This is an optimization exercise on Yosys and OpenROAD, whose aim is small area, a short achievable clock period and few clock cycles per item, not a production implementation. RTL that was checked went through simulation tests only; none was proved equivalent to the original. Function not checked in run 4: the RTL went through the layout flow alone. Power is estimated from default activity; no workload was simulated.

### design/flow/design.v
module frame_cipher (
    input  wire        clk,
    input  wire        rst,           
    input  wire        in_valid,
    output wire        in_ready,
    input  wire [63:0] in_raw,
    input  wire [3:0]  in_len,
    output reg         out_valid,
    output wire [1:0]  out_status,    
    output reg         out_bypass,
    output reg         out_marker_ok,
    output wire        out_sum_ok,
    output wire        out_accept,
    output reg  [63:0] out_d,
    output wire [7:0]  out_opcode,
    output wire [15:0] out_value,
    output wire [1:0]  out_kind
);
    localparam [63:0] KEY    = 64'hC4C6C092_4023DC96;    
    localparam [63:0] SUBC   = 64'h844756D6_07939356;    
    localparam [7:0]  MARKER = 8'h0D;
    function [2:0] perm;
        input [2:0] j;
        case (j)
            3'd0: perm = 3'd2;
            3'd1: perm = 3'd4;
            3'd2: perm = 3'd0;
            3'd3: perm = 3'd7;
            3'd4: perm = 3'd1;
            3'd5: perm = 3'd6;
            3'd6: perm = 3'd5;
            default: perm = 3'd3;
        endcase
    endfunction
    function [7:0] lane;
        input [63:0] w;
        input [2:0]  i;
        lane = w[63 - 8*i -: 8];
    endfunction
    reg [63:0] t1;
    integer j;
    always @(*) begin
        for (j = 0; j < 8; j = j + 1)
            t1[63 - 8*j -: 8] = lane(in_raw, perm(j[2:0])) ^ lane(KEY, j[2:0]);
    end
    wire [63:0] t2 = {t1[2:0], t1[63:3]};
    reg [63:0] t3;
    integer i;
    always @(*) begin
        for (i = 0; i < 8; i = i + 1)
            t3[63 - 8*i -: 8] = lane(t2, i[2:0]) - lane(SUBC, i[2:0]);
    end
    wire        bypass = (lane(in_raw, 3'd4) == MARKER);
    wire [63:0] d      = bypass ? in_raw : t3;
    wire marker_ok = bypass | (lane(t2, 3'd4) == 8'h14);
    wire [7:0] sum_bits_plain, sum_bits_dec;
    frame_cipher_sum_test #(.K(8'h00)) sum_test_plain (
        .a(lane(in_raw, 3'd0)), .b(lane(in_raw, 3'd1)),
        .c(lane(in_raw, 3'd2)), .d(lane(in_raw, 3'd3)), .eq(sum_bits_plain));
    frame_cipher_sum_test #(.K(8'h4B)) sum_test_dec (
        .a(lane(t2, 3'd0)), .b(lane(t2, 3'd1)),
        .c(lane(t2, 3'd2)), .d(lane(t2, 3'd3)), .eq(sum_bits_dec));
    wire [7:0] sum_bits  = bypass ? sum_bits_plain : sum_bits_dec;
    wire [3:0] sum_pairs = sum_bits[7:4] & sum_bits[3:0];
    wire len_ok = (in_len == 4'd8);
    assign in_ready = 1'b1;
    always @(posedge clk) begin
        if (rst)
            out_valid <= 1'b0;
        else
            out_valid <= in_valid;
    end
    reg       len_ok_q;
    reg [3:0] sum_pairs_q;
    always @(posedge clk) begin
        len_ok_q      <= len_ok;
        out_bypass    <= bypass;
        out_marker_ok <= marker_ok;
        sum_pairs_q   <= sum_pairs;
        out_d         <= d;
    end
    assign out_sum_ok = &sum_pairs_q;
    assign out_accept = out_marker_ok & out_sum_ok;
    assign out_status = {~len_ok_q, len_ok_q & ~out_accept};
    assign out_opcode = out_d[63:56];
    assign out_value  = out_d[55:40];
    reg [1:0] kind;
    always @(*) begin
        case (out_opcode)
            8'h42:   kind = 2'd0;
            8'h50:   kind = 2'd1;
            8'h41:   kind = 2'd2;
            default: kind = 2'd3;
        endcase
    end
    assign out_kind = kind;
endmodule
module frame_cipher_sum_test #(
    parameter [7:0] K = 8'h00
) (
    input  wire [7:0] a,
    input  wire [7:0] b,
    input  wire [7:0] c,
    input  wire [7:0] d,
    output wire [7:0] eq
);
    localparam [7:0] M = K - 8'd1;
    wire [7:0] p, s1, g, ce, x, xy;
    wire [8:0] c1, y;         
    wire [7:0] cin;
    assign c1[0] = 1'b0;
    assign y[0]  = 1'b0;
    assign cin[0] = 1'b0;
    genvar i;
    generate
        for (i = 0; i < 8; i = i + 1) begin : bit_
            frame_cipher_xor2 u_p  (.a(a[i]), .b(b[i]), .y(p[i]));
            frame_cipher_xor2 u_s1 (.a(p[i]), .b(c[i]), .y(s1[i]));
            frame_cipher_maj3 u_g  (.a(a[i]), .b(b[i]), .c(c[i]), .y(c1[i+1]));
            frame_cipher_xnor2 u_ce (.a(c1[i]), .b(d[i]), .y(ce[i]));
            frame_cipher_xor2  u_x  (.a(s1[i]), .b(ce[i]), .y(x[i]));
            if (i < 7) begin : carry_out
                frame_cipher_maj3n u_y (.a(s1[i]), .b(c1[i]), .cn(d[i]), .y(y[i+1]));
            end
            if (i > 0) begin : carry_in
                if (M[i-1]) begin : and_
                    frame_cipher_and2 u_cin (.a(x[i-1]), .b(y[i-1]), .y(cin[i]));
                end else begin : or_
                    frame_cipher_or2 u_cin (.a(x[i-1]), .b(y[i-1]), .y(cin[i]));
                end
            end
            frame_cipher_xor2 u_xy (.a(x[i]), .b(y[i]), .y(xy[i]));
            if (M[i]) begin : one
                frame_cipher_xor2 u_eq (.a(xy[i]), .b(cin[i]), .y(eq[i]));
            end else begin : zero
                frame_cipher_xnor2 u_eq (.a(xy[i]), .b(cin[i]), .y(eq[i]));
            end
        end
    endgenerate
endmodule
module frame_cipher_xor2 (input wire a, input wire b, output wire y);
    assign y = a ^ b;
endmodule
module frame_cipher_xnor2 (input wire a, input wire b, output wire y);
    assign y = ~(a ^ b);
endmodule
module frame_cipher_and2 (input wire a, input wire b, output wire y);
    assign y = a & b;
endmodule
module frame_cipher_or2 (input wire a, input wire b, output wire y);
    assign y = a | b;
endmodule
module frame_cipher_maj3 (input wire a, input wire b, input wire c, output wire y);
    assign y = (a & b) | (a & c) | (b & c);
endmodule
module frame_cipher_maj3n (input wire a, input wire b, input wire cn, output wire y);
    assign y = (a & b) | ((a | b) & ~cn);
endmodule
### design/flow/flow/run.sh
#!/bin/bash
# The standard layout, with the port buffers made from a small buffer cell
# instead of the delay buffer buffer_ports picks by default, and a clock tree
# of larger sink clusters without dummy loads.
set -euo pipefail
bash standard.sh 'BUFFER_PORTS_ARGS=-buffer_cell sky130_fd_sc_hd__buf_1' \
  'CTS_ARGS=-sink_clustering_enable -repair_clock_nets -dont_use_dummy_load -sink_clustering_size 30' \
  finish > standard_flow.log 2>&1
### design/flow/standard.sh
#!/bin/bash
# synth_recipe.tcl (not shown) runs the flow's synth.tcl, then flattens the netlist and writes it again
# the make line also repeats each setting of config.mk as NAME=value (left out here)
make -C /OpenROAD-flow-scripts/flow DESIGN_CONFIG=/design/flow/config.mk WORK_HOME=/design/flow/orfs CLKGATE_MAP_FILE= SYNTH_SCRIPT=/design/flow/synth_recipe.tcl "${@:-finish}"
### design/flow/config.mk
export PLATFORM = sky130hd
export DESIGN_NAME = frame_cipher
export DESIGN_NICKNAME = frame_cipher
export VERILOG_FILES = /design/flow/design.v
export SDC_FILE = /design/flow/constraint.sdc
export NUM_CORES = 4
export LEC_CHECK = 0
export CAP_MARGIN = 20
export CORE_MARGIN = 2
export CORE_UTILIZATION = 40
export SETUP_SLACK_MARGIN = 3.5
export SLEW_MARGIN = 20
export SYNTH_HIERARCHICAL = 1
export SYNTH_MINIMUM_KEEP_SIZE = 0
### design/flow/constraint.sdc
create_clock -name core_clock -period 6.0 [get_ports {clk}]
set_input_delay 1.2000 -clock core_clock [delete_from_list [all_inputs] [get_ports {clk}]]
set_output_delay 1.2000 -clock core_clock [all_outputs]
set_load 0.01 [all_outputs]
==> qor.yml, run 1 <==
crit_fanout: 5
finalHoldViolCount: 0
synth_cell_types: 44
crit_required_ps: 6240
drive_above_1_share_pct: 13.7
gr-total-overflow: 0
multiInputGateArea_sq_um: 2850
cp_data_arrival_time_ps: 2730
gp_congestion: 0.871
placed_area_sq_um: 5160
final_common_cell: "buf_1"
fin_area_sq_um: 5560
drcViolationCount: 0
antenna_found_initial: 0
num_vias: 4078
leakagePower_nw: 2.38
wl_per_cell_um: 15.7
whs_ps: 1010
fill_cells: 1153
setup_viol_count_final: 0
ys_ff_latch: 72
cts_tree: "yes"
start_kind: "primary input"
hold_buffers: 0
hpwl_mm: 10.2
slew_violations: 0
seq_area_sq_um: 1440
fp.dieW_um: 111
core_area_sq_um: 11300
maxCapViolations: 0
h-tree-depth: 3
numCtsBuffers: 9
antenna_cells: 0
grt_setup_unrepaired: "no"
syn_area_per_cell_sq_um: 8.38
dieArea_sq_um: 12400
synthesis.area_sq_um: 4590
drtIter0Drc: 157
crit_type: "primary input to flip-flop"
grt_max_degree: 62
start_util_pct: 40.6
cts_root_buf: "clkbuf_16"
first_pass_iters: 4
boundaryPins: 169
fin_crit_sh_pct: 41.5
mostFrequentLayoutCells: "buf_1 (134), xor2_1 (85), dfxtp_1 (72), nand2_1 (68), xnor2_1 (37)"
clock-sinks: 72
syn2layout_area_growth_pct: 20.9
setup-tns-final_ps: 0
path_clk_slew_ps: 60
synth_edf_count: 0
synthCells: 548
hold_class: "primary input to flip-flop"
p_per_area_nw_per_um2: 260
die_h_um: 111
grt_pass1_vias: 3988
max_freq_mhz: 401
vdd_drop_max_uv: 139
clockBufferDepth: 2
synthFlopType: "dfxtp_1"
ys_seq_area_share_pct: 31.4
port_buffers: 167
grt_use_total_pct: 21.2
postCtsSetupRepairBufs: 0
viasPerCell: 4.87
drt-total-wl_mm: 13.2
std_cell_rows: 39
grt_pass1_wl_mm: 20.5
final.min_clock_period_ps: 2490
async_reset_ff_share_pct: 0
nets: 777
ys.warnings.count: 7
drt.antenna.violating_nets: 0
outcome: "complete, no violations"
end_kind: "flip-flop"
power.total_w: 0.00144
## final cells by class
class / count / share of cell area [%]
clock buffer: 9 / 4.05
inverter: 38 / 2.84
multi-input combinational: 407 / 51.2
sequential: 72 / 25.9
tap: 143 / 3.22
timing repair buffer: 168 / 12.6
timing repair inverter: 1 / 0.158
## metrics by stage
stage                     std cells  util, %  setup WS, ps
after floorplan                 556        -          3460
after global placement          828     45.6          2670
after detailed placement        828     45.6          2600
after CTS                       838     48.1          3500
after global routing            838     49.1          3500
final                           838     49.1          3510
## report_power, final
group          switching, W  total [W]  internal [W]
combinational      0.000260   0.000451      0.000191
sequential        0.0000198   0.000553      0.000534
clock              0.000177   0.000439      0.000262
total              0.000456    0.00144      0.000987
## per-module statistics from Yosys (local to each module, per instance), excerpt
module,cell area [sq um],flops+latches,times used,cells inside
frame_cipher_and2,6.26,0,10,1
frame_cipher_or2,6.26,0,4,1
frame_cipher_maj3,11.3,0,14,1
frame_cipher_xnor2,8.76,0,21,1
frame_cipher,3290,72,1,394
frame_cipher_maj3n,15.0,0,14,2
frame_cipher_xor2,8.76,0,75,1
## sequential cells by signal, summed over array words and instances (netlist names)
name           flops
sum_pairs_q        4
out_d             64
out_valid          1
out_marker_ok      1
len_ok_q           1
out_bypass         1
## worst max-delay path, stage by stage
cell and delay [ps]:
buf_2 200, inv_2 90, maj3_2 360, xnor2_2 150
xor2_1 190, or2_1 230, xor2_1 160, nand3_1 90
nand2_1 60
## per-layer routing
metal	up-vias	routed length, um	GRT usage (%)
met2	155	6570	37.0
met3	31	824	4.92
li1	2016	-	-
met5	-	0	0
met1	1876	5380	24.6
met4	0	428	9.96
## Yosys cell counts (all sizes together), types with 3 or more instances
cell type | count | area share (%)
nor3 | 7 | 0.76
inv | 38 | 3.1
and2 | 13 | 1.8
nand2b | 4 | 0.54
maj3 | 28 | 6.9
nor2 | 30 | 2.5
or2 | 6 | 0.82
o21ba | 3 | 0.65
o21ai | 29 | 3.2
dfxtp | 72 | 31
clkbuf | 6 | 0.49
xnor2 | 43 | 8.2
xor2 | 89 | 17
buf | 33 | 5.4
o21a | 4 | 0.65
nand2 | 68 | 5.6
o31ai | 3 | 0.49
nand3 | 9 | 0.98
nand3b | 4 | 0.65
a21oi | 25 | 2.7
conb | 3 | 0.25
ha | 9 | 2.5
## logic make-up after synthesis
family,share of synthesized area [%]
other cells,0.245
fa+ha+maj,9.31
simple gates,15.8
buf+inv,9.04
xor+xnor,25.2
flops,31.4
compound gates,9.10
## timing repair
action	4_1_cts	5_1_grt
gates resized for setup	26	38
cloned	1	0
pin swaps	0	20
endpoints found under the setup margin	67	13
## final timing paths
kind | startpoint | to | cells past startpoint
worst max-delay path | in_raw[63] | sum_pairs_q[2] | 9
worst min-delay path | rst | out_valid | 2
Testbench counts, summed over its fixed seeds: cycles 12,008, items 12,000.
==> run 2: changes to the inputs <==
--- a/design/flow/flow/run.sh
+++ b/design/flow/flow/run.sh
@@ -5,4 +5,4 @@
 set -euo pipefail
 bash standard.sh 'BUFFER_PORTS_ARGS=-buffer_cell sky130_fd_sc_hd__buf_1' \
-  'CTS_ARGS=-sink_clustering_enable -repair_clock_nets -dont_use_dummy_load -sink_clustering_size 30' \
+  'CTS_ARGS=-sink_clustering_enable -repair_clock_nets -dont_use_dummy_load -sink_clustering_size 30 -buf_list sky130_fd_sc_hd__clkbuf_4' \
   finish > standard_flow.log 2>&1
==> run 2 against run 1 <==
Sequential power hardly changed; via count is 0.44% lower; clock-buffer cell count stayed put; cell area is 4.3% lower; critical endpoint is now out_kind[1].
==> qor.yml, run 2 <==
grt_pass1_wl_mm: 19.9  # was 20.5 mm
slowest_delay_ps: 340  # was 360 ps
path_clk_slew_ps: 120  # was 60 ps
setup-tns-final_ps: 0  # unchanged
leakagePower_nw: 2.25  # was 2.38 nW
ys.warnings.count: 7  # unchanged
final_common_cell: "buf_1"  # unchanged
grt_pass1_vias: 3974  # was 3988
setup_viol_count_final: 0  # unchanged
max_freq_mhz: 398  # was 401 MHz
syn_area_per_cell_sq_um: 8.38  # unchanged
place_inst: 828  # unchanged
dieArea_sq_um: 12400  # unchanged
synthTopCellsByCount: "xor2_1 (89), dfxtp_1 (72), nand2_1 (68), xnor2_1 (43), inv_1 (37)"  # unchanged
die_h_um: 111  # unchanged
drtIter0Drc: 158  # was 157
p_per_area_nw_per_um2: 228  # was 260 nW/um^2
slew_headroom_pct: 65.8
async_reset_ff_share_pct: 0  # unchanged
gp_congestion: 0.871  # unchanged
core_area_sq_um: 11300  # unchanged
std_cell_rows: 39  # unchanged
num_vias: 4060  # was 4078
first_pass_iters: 4  # unchanged
crit_fanout: 2  # was 5
ys_ff_latch: 72  # unchanged
drt-total-wl_mm: 12.9  # was 13.2 mm
crit_type: "flip-flop to output port"  # was primary input to flip-flop
mostFrequentLayoutCells: "buf_1 (147), xor2_1 (89), dfxtp_1 (69), nand2_1 (68), xnor2_1 (43)"  # was buf_1 (134), xor2_1 (85), dfxtp_1 (72), nand2_1 (68), xnor2_1 (37)
clockBufferDepth: 2  # unchanged
hold_buffers: 0  # unchanged
start_util_pct: 40.6  # unchanged
synthesis.area_sq_um: 4590  # unchanged
synthCells: 548  # unchanged
cts_root_buf: "clkbuf_4"  # was clkbuf_16
grt_setup_unrepaired: "yes"  # was no
largest_register_ffs: 64  # unchanged
instances_no_fill: 840  # was 838
ys_seq_area_share_pct: 31.4  # unchanged
wl_per_cell_um: 15.3  # was 15.7 um
ys_top_cells_by_area: "dfxtp_1 (31%), xor2_1 (17%), xnor2_1 (8.2%)"  # unchanged
cp_data_arrival_time_ps: 1310  # was 2730 ps
maxCapViolations: 0  # unchanged
fin_area_sq_um: 5320  # was 5560 sq um
yosys.area.top_type: "dfxtp_1"  # unchanged
boundaryPins: 169  # unchanged
crit_buf_inv: 1  # was 2
outcome: "complete, no violations"  # unchanged
gr-total-overflow: 0  # unchanged
synthFlopType: "dfxtp_1"  # unchanged
slowest_stage: "dfxtp_2"  # was maj3_2
grt_use_total_pct: 20.5  # was 21.2%
crit_required_ps: 4800  # was 6240 ps
crit_family: "simple AND/OR/NAND/NOR gates"  # was XOR/XNOR gates
start_kind: "flip-flop"  # was primary input
max_flop_register: "out_d"  # unchanged
vdd_drop_max_uv: 94.7  # was 139 uV
slew_violations: 0  # unchanged
viasPerCell: 4.83  # was 4.87
final.min_clock_period_ps: 2510  # was 2490 ps
grt_max_degree: 66  # was 62
nets: 779  # was 777
end_kind: "output port"  # was flip-flop
drcViolationCount: 0  # unchanged
h-tree-depth: 3  # unchanged
drive_above_1_share_pct: 10.8  # was 13.7%
cts_tree: "yes"  # unchanged
synth.top_cell.area_share_pct: 31.4  # unchanged
tightestPinTransition_ps: 513
hold_class: "primary input to flip-flop"  # unchanged
numCtsBuffers: 9  # unchanged
syn2layout_area_growth_pct: 15.7  # was 20.9%
yosysMostFrequentCell: "xor2_1"  # unchanged
antenna_cells: 0  # unchanged
port_buffers: 167  # unchanged
hpwl_mm: 10.2  # unchanged
drt.antenna.violating_nets: 0  # unchanged
placed_area_sq_um: 5160  # unchanged
synth_edf_count: 0  # unchanged
finalHoldViolCount: 0  # unchanged
crit_chain: "nor4_1, and2_1, nand2_1, buf_1"  # was buf_2, inv_2, maj3_2, xnor2_2, xor2_1, or2_1, xor2_1, nand3_1, nand2_1
fin_crit_sh_pct: 41.9  # was 41.5%
fp.dieW_um: 111  # unchanged
clock-sinks: 72  # unchanged
synth_cell_types: 44  # unchanged
antenna_found_initial: 0  # unchanged
largestRegisters: "out_d: 64 flops, sum_pairs_q: 4 flops"  # unchanged
-- run 2: changes by cell type in the layout (fill, tap and decap cells not counted), moves of 5 or more --
cell       before  now
clkbuf_16       9    0
inv_1          32   37
buf_2          14    8
clkbuf_4        3    9
buf_1         134  147
xnor2_2         6    0
xnor2_1        37   43
-- run 2: final timing paths --
check	start	to	slack, ps	depth (start not counted)
worst min-delay path	rst	out_valid	920	2
worst max-delay path	out_d[61]	out_kind[1]	3490	4
-- run 2: report_power, final --
part | internal (W) | switching, W | leakage, nW
combinational | 0.000186 | 0.000256 | 1.60
clock | 0.0000697 | 0.000150 | 0.0414
sequential | 0.000533 | 0.0000203 | 0.606
-- run 2: logic make-up (layout without fill, tap and decap cells) --
logic type	Yosys count	in the layout	share of synthesized area (%)
and+or+nand+nor	155	155	15.8
DFF	72	72	31.4
xor gates and xnor gates	132	132	25.2
other	3	11	0.245
buffers and inverters	77	218	9.04
AOI/OAI and AO/OA	72	72	9.10
adders and majority gates	37	37	9.31
-- run 2: final cells by class --
class                   count  area (sq um)
repair buffers            171           696
clock buffers               9          67.6
well taps                 143           179
multi-input cells         407          2780
flip-flops and latches     72          1450
inverters                  38           155
fillers                  1177          6000
-- run 2: modules after synthesis, one instance, submodules excluded, excerpt --
module / cells inside / times used / area (sq um) / flops+latches
frame_cipher_maj3: 1 / 14 / 11.3 / 0
frame_cipher_xnor2: 1 / 21 / 8.76 / 0
frame_cipher_or2: 1 / 4 / 6.26 / 0
frame_cipher_xor2: 1 / 75 / 8.76 / 0
frame_cipher_and2: 1 / 10 / 6.26 / 0
frame_cipher: 394 / 1 / 3290 / 72
frame_cipher_maj3n: 2 / 14 / 15.0 / 0
-- run 2: what timing repair did --
item / CTS / global route
setup buffers: 2 / 1
gates cloned: 0 / 0
pin swaps: 3 / 4
resized for setup: 12 / 24
setup endpoints to repair: 50 / 46
-- run 2: through the flow --
step / hold WS [ps] / utilization, % / worst slack, ps / power (W)
2_1_floorplan: 1260 / - / 3460 / 0.000875
3_3_place_gp: 1350 / 45.6 / 2670 / 0.000995
3_5_place_dp: 1370 / 45.6 / 2600 / 0.000999
4_1_cts: 889 / 46.5 / 3450 / 0.00122
5_1_grt: 880 / 47.0 / 3390 / 0.00129
6_report: 918 / 47.0 / 3490 / 0.00121
-- run 2: per-layer routing --
| layer | vias to the layer above | GRT usage, % | wire length, um | part of all wire [%] |
|---|---|---|---|---|
| met2 | 150 | 35.0 | 6210 | 48 |
| met3 | 34 | 5.08 | 794 | 6.2 |
| met4 | 0 | 10.3 | 502 | 3.9 |
| met5 | - | 0 | 0 | 0 |
| li1 | 2016 | - | - | - |
| met1 | 1860 | 23.9 | 5350 | 42 |
==> run 3: changes to the inputs <==
--- a/design/flow/config.mk
+++ b/design/flow/config.mk
@@ -9,5 +9,5 @@
 export CORE_MARGIN = 2
 export CORE_UTILIZATION = 40
-export SETUP_SLACK_MARGIN = 3.5
+export SETUP_SLACK_MARGIN = 3.2
 export SLEW_MARGIN = 20
 export SYNTH_HIERARCHICAL = 1
==> run 3 against run 2 <==
First-iteration DRC count is 15% lower; critical path depth up 5; sequential power about the same; global-route usage fell by 0.47 points; power shrank 0.61%; largest cell class unchanged; maximum frequency shrank 4.4%.
==> qor.yml, run 3 <==
synthFlopType: "dfxtp_1"  # unchanged
gp_congestion: 0.919  # was 0.871
fin_crit_sh_pct: 43.8  # was 41.9%
drt.antenna.violating_nets: 0  # unchanged
seq_area_sq_um: 1440  # was 1450 sq um
drtIter0Drc: 135  # was 158
boundaryPins: 169  # unchanged
synth.top_cell.area_share_pct: 31.4  # unchanged
std_cell_rows: 39  # unchanged
fp.dieW_um: 111  # unchanged
synthSimpleGateAreaFrac_pct: 15.8  # unchanged
grt_max_degree: 66  # unchanged
slew_headroom_pct: 58.8  # was 65.8%
h-tree-depth: 3  # unchanged
synthTopCellsByCount: "xor2_1 (89), dfxtp_1 (72), nand2_1 (68), xnor2_1 (43), inv_1 (37)"  # unchanged
cp_data_arrival_time_ps: 2980  # was 1310 ps
wl_per_cell_um: 14.9  # was 15.3 um
hpwl_mm: 10.0  # was 10.2 mm
ys_ff_latch: 72  # unchanged
num_vias: 4031  # was 4060
largest_register_ffs: 64  # unchanged
syn_area_per_cell_sq_um: 8.38  # unchanged
path_clk_slew_ps: 100  # was 120 ps
max_flop_register: "out_d"  # unchanged
ys_seq_area_share_pct: 31.4  # unchanged
hold_class: "primary input to flip-flop"  # unchanged
crit_chain: "buf_1, inv_1, maj3_2, xnor2_1, xor2_1, xor2_1, xnor2_1, nand3_1, nand2_1"  # was nor4_1, and2_1, nand2_1, buf_1
port_buffers: 167  # unchanged
start_kind: "primary input"  # was flip-flop
post-route-util_pct: 46.3  # was 47.0%
yosys.area.top_type: "dfxtp_1"  # unchanged
start_util_pct: 40.6  # unchanged
syn2layout_area_growth_pct: 14.0  # was 15.7%
cts_tree: "yes"  # unchanged
largestRegisters: "out_d: 64 flops, sum_pairs_q: 4 flops"  # unchanged
vdd_drop_max_uv: 123  # was 94.7 uV
synth.area.mux_share_pct: 0  # unchanged
async_reset_ff_share_pct: 0  # unchanged
core_area_sq_um: 11300  # unchanged
finalHoldViolCount: 0  # unchanged
final.min_clock_period_ps: 2630  # was 2510 ps
crit_required_ps: 6350  # was 4800 ps
synthesis.area_sq_um: 4590  # unchanged
crit_fanout: 5  # was 2
min_path_cells: 2  # unchanged
nets: 776  # was 779
leakagePower_nw: 2.17  # was 2.25 nW
post_cts_resized: 1  # was 12
grt_use_total_pct: 20.1  # was 20.5%
synthCells: 548  # unchanged
viasPerCell: 4.82  # was 4.83
hp-start: "rst"  # unchanged
gr-total-overflow: 0  # unchanged
drive_above_1_share_pct: 6.63  # was 10.8%
final_common_cell: "buf_1"  # unchanged
first_pass_iters: 6  # was 4
p_per_area_nw_per_um2: 231  # was 228 nW/um^2
numCtsBuffers: 9  # unchanged
crit_type: "primary input to flip-flop"  # was flip-flop to output port
end_kind: "flip-flop"  # was output port
whs_ps: 908  # was 918 ps
slowest_stage: "maj3_2"  # was dfxtp_2
grt_pass1_wl_mm: 19.3  # was 19.9 mm
holdPathEnd: "out_valid"  # unchanged
hold_buffers: 0  # unchanged
yosysMostFrequentCell: "xor2_1"  # unchanged
clock-sinks: 72  # unchanged
cts_root_buf: "clkbuf_4"  # unchanged
antenna_cells: 0  # unchanged
tightestPinTransition_ps: 617  # was 513 ps
mostFrequentLayoutCells: "buf_1 (167), xor2_1 (89), dfxtp_1 (72), nand2_1 (68), xnor2_1 (43)"  # was buf_1 (147), xor2_1 (89), dfxtp_1 (69), nand2_1 (68), xnor2_1 (43)
slew_violations: 0  # unchanged
ys_top_cells_by_area: "dfxtp_1 (31%), xor2_1 (17%), xnor2_1 (8.2%)"  # unchanged
synth_cell_types: 44  # unchanged
synth_xor_xnor_area_share_pct: 25.2  # unchanged
grt_pass1_vias: 3852  # was 3974
drt-total-wl_mm: 12.5  # was 12.9 mm
antenna_found_initial: 0  # unchanged
fin_area_sq_um: 5240  # was 5320 sq um
setup-tns-final_ps: 0  # unchanged
grt_setup_unrepaired: "no"  # was yes
die_h_um: 111  # unchanged
power.total_w: 0.00121  # about the same
synth-compound-area-share_pct: 9.10  # unchanged
clockBufferDepth: 2  # unchanged
dieArea_sq_um: 12400  # unchanged
maxCapViolations: 0  # unchanged
fill_cells: 1178  # was 1177
drcViolationCount: 0  # unchanged
multiInputGateArea_sq_um: 2770  # was 2780 sq um
synth_edf_count: 0  # unchanged
slowest_delay_ps: 360  # was 340 ps
max_freq_mhz: 381  # was 398 MHz
setup_viol_count_final: 0  # unchanged
postCtsSetupRepairBufs: 0  # was 2
synth_top_family_by_area: "XOR/XNOR gates"  # unchanged
ys.warnings.count: 7  # unchanged
placed_area_sq_um: 5160  # unchanged
outcome: "complete, no violations"  # unchanged
synth_fa_ha_area_share_pct: 9.31  # unchanged
[run 3: cell counts after synthesis]
No cell type changed its count.
[run 3: final cells by class]
class	instances	area share [%]
clock buffer	9	1.29
inverter	38	2.82
multi-input combinational	407	52.8
sequential	72	27.5
tap	143	3.42
timing repair buffer	168	12.1
[run 3: cells by family (layout without fill, tap and decap cells)]
family          after synthesis  in the layout
xor+xnor                    132            132
simple gates                155            155
flops                        72             72
fa+ha+maj                    37             37
buf+inv                      77            215
compound gates               72             72
other cells                   3             11
[run 3: per-stage QoR]
step / instances / setup WS, ps
6_report: 837 / 3370
3_5_place_dp: 828 / 2570
2_1_floorplan: 556 / 3410
4_1_cts: 837 / 3310
3_3_place_gp: 828 / 2610
5_1_grt: 837 / 3260
[run 3: metal layers]
layer | vias up | GRT usage, % | part of all wire, %
li1 | 2016 | - | -
met1 | 1838 | 23.1 | 41
met2 | 154 | 34.7 | 49
met3 | 23 | 7.00 | 8.1
met4 | 0 | 6.67 | 2.4
met5 | - | 0 | 0
[run 3: worst max path at each step]
| stage | startpoint | endpoint | cells past startpoint |
|---|---|---|---|
| after floorplan | in_raw[28] | out_d[15] | 8 |
| final | in_raw[62] | sum_pairs_q[0] | 9 |
| after global routing | out_d[59] | out_kind[1] | 4 |
| after CTS | in_raw[28] | out_d[23] | 6 |
| after detailed placement | in_raw[28] | out_d[23] | 6 |
| after global placement | in_raw[28] | out_d[23] | 6 |
[run 3: report_power, final]
part	total (W)	switching, W	internal (W)	leakage, nW
combinational	0.000434	0.000252	0.000182	1.52
clock	0.000222	0.000152	0.0000697	0.0414
sequential	0.000551	0.0000194	0.000532	0.606
total	0.00121	0.000424	0.000784	2.17
[run 3: per-module statistics from Yosys, one instance, submodules excluded, excerpt]
module / flops+latches / cell area, sq um / cells
frame_cipher_xnor2: 0 / 8.76 / 1
frame_cipher_xor2: 0 / 8.76 / 1
frame_cipher_maj3n: 0 / 15.0 / 2
frame_cipher: 72 / 3290 / 394
frame_cipher_maj3: 0 / 11.3 / 1
frame_cipher_or2: 0 / 6.26 / 1
frame_cipher_and2: 0 / 6.26 / 1
[run 3: critical path: cells and delay by family]
kind | cells | cell delay (ps)
and+or+nand+nor | 2 | 240
adders and majority gates | 1 | 360
buffers and inverters | 2 | 440
xor gates and xnor gates | 4 | 740
==> run 4: changes to the inputs <==
--- a/design/flow/design.v
+++ b/design/flow/design.v
@@ -15,5 +15,5 @@
     output wire [7:0]  out_opcode,
     output wire [15:0] out_value,
-    output wire [1:0]  out_kind
+    output reg  [1:0]  out_kind
 );
     localparam [63:0] KEY    = 64'hC4C6C092_4023DC96;    
@@ -63,4 +63,16 @@
     wire [7:0] sum_bits  = bypass ? sum_bits_plain : sum_bits_dec;
     wire [3:0] sum_pairs = sum_bits[7:4] & sum_bits[3:0];
+    function [1:0] classify;
+        input [7:0] op;
+        input [7:0] offset;
+        begin
+            if (op == 8'h42 + offset)      classify = 2'd0;
+            else if (op == 8'h50 + offset) classify = 2'd1;
+            else if (op == 8'h41 + offset) classify = 2'd2;
+            else                           classify = 2'd3;
+        end
+    endfunction
+    wire [1:0] kind = bypass ? classify(lane(in_raw, 3'd0), 8'h00)
+                             : classify(lane(t2, 3'd0), lane(SUBC, 3'd0));
     wire len_ok = (in_len == 4'd8);
     assign in_ready = 1'b1;
@@ -79,4 +91,5 @@
         sum_pairs_q   <= sum_pairs;
         out_d         <= d;
+        out_kind      <= kind;
     end
     assign out_sum_ok = &sum_pairs_q;
@@ -85,14 +98,4 @@
     assign out_opcode = out_d[63:56];
     assign out_value  = out_d[55:40];
-    reg [1:0] kind;
-    always @(*) begin
-        case (out_opcode)
-            8'h42:   kind = 2'd0;
-            8'h50:   kind = 2'd1;
-            8'h41:   kind = 2'd2;
-            default: kind = 2'd3;
-        endcase
-    end
-    assign out_kind = kind;
 endmodule
 module frame_cipher_sum_test #(
==> design/flow/flow/run.sh (replaced) <==
#!/bin/bash
# The standard layout, with the port buffers made from a small buffer cell
# instead of the delay buffer buffer_ports picks by default, and a clock tree
# of larger sink clusters without dummy loads.
set -euo pipefail
bash standard.sh 'BUFFER_PORTS_ARGS=-buffer_cell sky130_fd_sc_hd__buf_1' \
  'CTS_ARGS=-sink_clustering_enable -repair_clock_nets -dont_use_dummy_load -sink_clustering_size 30' \
  finish > standard_flow.log 2>&1
--- a/design/flow/config.mk
+++ b/design/flow/config.mk
@@ -9,5 +9,5 @@
 export CORE_MARGIN = 2
 export CORE_UTILIZATION = 40
-export SETUP_SLACK_MARGIN = 3.2
+export SETUP_SLACK_MARGIN = 3.5
 export SLEW_MARGIN = 20
 export SYNTH_HIERARCHICAL = 1
==> run 4 against run 3 <==
Sequential share of layout area down 2.5 points; critical endpoint is now out_d[10]; die area rose by 2.8%; critical path type unchanged; still clean; power rose by 23%; first-iteration DRC count is 29% higher; clock power is 99% higher.
==> qor.yml, run 4 <==
fin_area_sq_um: 5920  # was 5240 sq um
end_kind: "flip-flop"  # unchanged
fp.dieW_um: 113  # was 111 um
hold_class: "primary input to flip-flop"  # unchanged
clockBufferDepth: 2  # unchanged
hpwl_mm: 10.1  # was 10.0 mm
dieArea_sq_um: 12700  # was 12400 sq um
outcome: "complete, no violations"  # unchanged
first_pass_iters: 5  # was 6
crit_type: "primary input to flip-flop"  # unchanged
std_cell_rows: 39  # unchanged
die_h_um: 113  # was 111 um
synthTopCellsByCount: "xor2_1 (90), dfxtp_1 (74), nand2_1 (66), xnor2_1 (43), inv_1 (39)"  # was xor2_1 (89), dfxtp_1 (72), nand2_1 (68), xnor2_1 (43), inv_1 (37)
crit_fanout: 16  # was 5
top_layer: "met4"  # unchanged
maxCapViolations: 0  # unchanged
cts_tree: "yes"  # unchanged
boundaryPins: 169  # unchanged
drcViolationCount: 0  # unchanged
cts_root_buf: "clkbuf_16"  # was clkbuf_4
power.total_w: 0.00148  # was 0.00121 W
synthesis.area_sq_um: 4730  # was 4590 sq um
drtIter0Drc: 174  # was 135
largestRegisters: "out_d: 64 flops, sum_pairs_q: 4 flops, out_kind: 2 flops"  # was out_d: 64 flops, sum_pairs_q: 4 flops
crit_chain: "clkbuf_2, or4_1, or2_4, buf_4, clkbuf_16, nor2_1, a21oi_1"  # was buf_1, inv_1, maj3_2, xnor2_1, xor2_1, xor2_1, xnor2_1, nand3_1, nand2_1
grt_setup_unrepaired: "no"  # unchanged
syn2layout_area_growth_pct: 25.2  # was 14.0%
met2_length_mm: 6.95  # was 6.09 mm
viasPerCell: 4.92  # was 4.82
post-route-util_pct: 51.6  # was 46.3%
drive_above_1_share_pct: 16.2  # was 6.63%
synthCells: 561  # was 548
start_util_pct: 41.2  # was 40.6%
gr-total-overflow: 0  # unchanged
slowest_delay_ps: 530  # was 360 ps
grt_pass1_wl_mm: 21.3  # was 19.3 mm
mostFrequentLayoutCells: "buf_1 (136), xor2_1 (85), dfxtp_1 (74), nand2_1 (66), xnor2_1 (35)"  # was buf_1 (167), xor2_1 (89), dfxtp_1 (72), nand2_1 (68), xnor2_1 (43)
slowest_stage: "or4_1"  # was maj3_2
fin_crit_sh_pct: 41.4  # was 43.8%
yosys.area.top_type: "dfxtp_1"  # unchanged
wl_per_cell_um: 16.3  # was 14.9 um
wl_met3_um: 894  # was 1.01 mm
antenna_found_initial: 0  # unchanged
grt_use_total_pct: 21.7  # was 20.1%
gp_congestion: 0.943  # was 0.919
setup-tns-final_ps: 0  # unchanged
ys_seq_area_share_pct: 31.3  # was 31.4%
num_vias: 4228  # was 4031
max_flop_register: "out_d"  # unchanged
p_per_area_nw_per_um2: 250  # was 231 nW/um^2
path_clk_slew_ps: 60  # was 100 ps
ys.warnings.count: 7  # unchanged
ys_top_cells_by_area: "dfxtp_1 (31%), xor2_1 (17%), xnor2_1 (8.0%)"  # was dfxtp_1 (31%), xor2_1 (17%), xnor2_1 (8.2%)
synth_edf_count: 0  # unchanged
placed_area_sq_um: 5340  # was 5160 sq um
yosysMostFrequentCell: "xor2_1"  # unchanged
h-tree-depth: 3  # unchanged
syn_area_per_cell_sq_um: 8.43  # was 8.38 sq um
async_reset_ff_share_pct: 0  # unchanged
synth.top_cell.area_share_pct: 31.3  # was 31.4%
m1WireLength_mm: 5.83  # was 5.11 mm
max_freq_mhz: 402  # was 381 MHz
drt-total-wl_mm: 14.0  # was 12.5 mm
antenna_cells: 0  # unchanged
slew_violations: 0  # unchanged
final.min_clock_period_ps: 2490  # was 2630 ps
setup_ws_ps: 3510  # was 3370 ps
cp_data_arrival_time_ps: 2700  # was 2980 ps
synthFlopType: "dfxtp_1"  # unchanged
synth_cell_types: 46  # was 44
finalHoldViolCount: 0  # unchanged
grt_max_degree: 35  # was 66
vdd_drop_max_uv: 129  # was 123 uV
crit_required_ps: 6220  # was 6350 ps
core_area_sq_um: 11500  # was 11300 sq um
largest_register_ffs: 64  # unchanged
port_buffers: 167  # unchanged
setup_viol_count_final: 0  # unchanged
numCtsBuffers: 9  # unchanged
grt_pass1_vias: 4170  # was 3852
drt.antenna.violating_nets: 0  # unchanged
clock-sinks: 74  # was 72
start_kind: "primary input"  # unchanged
leakagePower_nw: 2.56  # was 2.17 nW
ys_ff_latch: 74  # was 72
final_common_cell: "buf_1"  # unchanged
nets: 801  # was 776
dp_slack_ps: 2900  # was 2570 ps
## run 4: cell types whose count changed after synthesis, sizes merged
cell / before / now
dfxtp: 72 / 74
nor4b: 1 / 3
mux2i: 0 / 1
and2: 13 / 12
xor2: 89 / 90
inv: 38 / 39
a31oi: 1 / 2
clkinv: 0 / 1
nand3: 9 / 10
ha: 9 / 12
clkbuf: 6 / 8
a41oi: 0 / 1
nand2: 68 / 66
## run 4: worst max-delay path: cells and delay by family
family                 cells  cell delay, ps
AND/OR/NAND/NOR            3             970
AO/OA/AOI/OAI              1              60
buffers and inverters      3             470
## run 4: metal layers
layer / vias to the layer above / track usage, %
li1: 2080 / -
met1: 1968 / 26.0
met2: 156 / 37.1
met3: 24 / 5.57
met4: 0 / 8.78
met5: - / 0
## run 4: worst paths after layout
path  startpoint         to  depth (start not counted)
min          rst  out_valid                          2
max   in_raw[28]  out_d[10]                          7
## run 4: logic make-up (layout without fill, tap and decap cells)
group | Yosys count | count (layout) | synth area share [%]
AO/OA/AOI/OAI | 74 | 74 | 9.16
XOR/XNOR | 133 | 133 | 24.6
adder cells (fa/ha/maj) | 40 | 40 | 9.84
buffers and inverters | 81 | 228 | 9.08
flip-flops | 74 | 74 | 31.3
multiplexers | 1 | 1 | 0.212
other | 3 | 11 | 0.238
AND/OR/NAND/NOR | 155 | 155 | 15.5
## run 4: timing repair
| action | 4_1_cts | 5_1_grt |
|---|---|---|
| hold buffers | 0 | 0 |
| pin swaps | 1 | 39 |
| gates resized for setup | 28 | 61 |
| setup buffers | 0 | 7 |
| cloned | 2 | 1 |
| endpoints found under the setup margin | 63 | 29 |
## run 4: cell type report
class                      count  area [sq um]
timing repair inverter         1          11.3
multi-input combinational    414          2990
tap                          143           179
clock buffer                   9           225
sequential                    74          1480
fill                        1102          5550
inverter                      40           168
timing repair buffer         178           868
## run 4: Yosys stat by module (local to each module, per instance), a selection
module | area, sq um | flip-flops and latches | cells | copies in the design
frame_cipher | 3420 | 74 | 407 | 1
frame_cipher_and2 | 6.26 | 0 | 1 | 10
frame_cipher_maj3 | 11.3 | 0 | 1 | 14
frame_cipher_maj3n | 15.0 | 0 | 2 | 14
frame_cipher_or2 | 6.26 | 0 | 1 | 4
frame_cipher_xnor2 | 8.76 | 0 | 1 | 21
frame_cipher_xor2 | 8.76 | 0 | 1 | 75
## run 4: power breakdown
| group | switching, W | internal, W |
|---|---|---|
| clock | 0.000179 | 0.000262 |
| sequential | 0.0000189 | 0.000547 |
| combinational | 0.000271 | 0.000203 |
| total | 0.000469 | 0.00101 |
## run 4: metrics by stage
stage	hold slack, ps	instances
5_1_grt	1000	859
3_3_place_gp	1360	840
4_1_cts	992	851
3_5_place_dp	1360	840
6_report	1010	859
2_1_floorplan	1260	569

==> static timing again, ports no longer ideal <==
Ports are ideal in the flow. The routed layouts listed here were re-timed in OpenROAD. Step 1 assumes that a clkbuf_16 drives the clock port and a buf_2 every other input. Step 2 adds t to the input delays and takes it off the output delays; t is the mean of the earliest and latest rising clock arrival at the registers after step 1. Input paths then give back, and output paths get back, about the clock's delay inside the block. Slacks: ideal ports / drivers / drivers and shift; pairs: ideal ports / drivers.
run	t, ns	slack for setup (ns)	latest minus earliest clock arrival (ns)	worst register clock-pin slew, ns	worst data-port slew with drivers (ns)
run 1	0.368	3.509 / 3.508 / 3.140	0.014 / 0.014	0.06 / 0.06	0.05
run 2	0.436	3.488 / 3.459 / 3.104	0.033 / 0.033	0.12 / 0.12	0.05
run 3	0.450	3.372 / 3.369 / 2.919	0.028 / 0.028	0.11 / 0.11	0.06
run 4	0.365	3.514 / 3.531 / 3.166	0.023 / 0.023	0.06 / 0.06	0.05
After both steps every run listed still meets setup and hold. The setup slack of run 3, which loses most, moves by -0.003 ns with the drivers and by -0.453 ns with both steps.
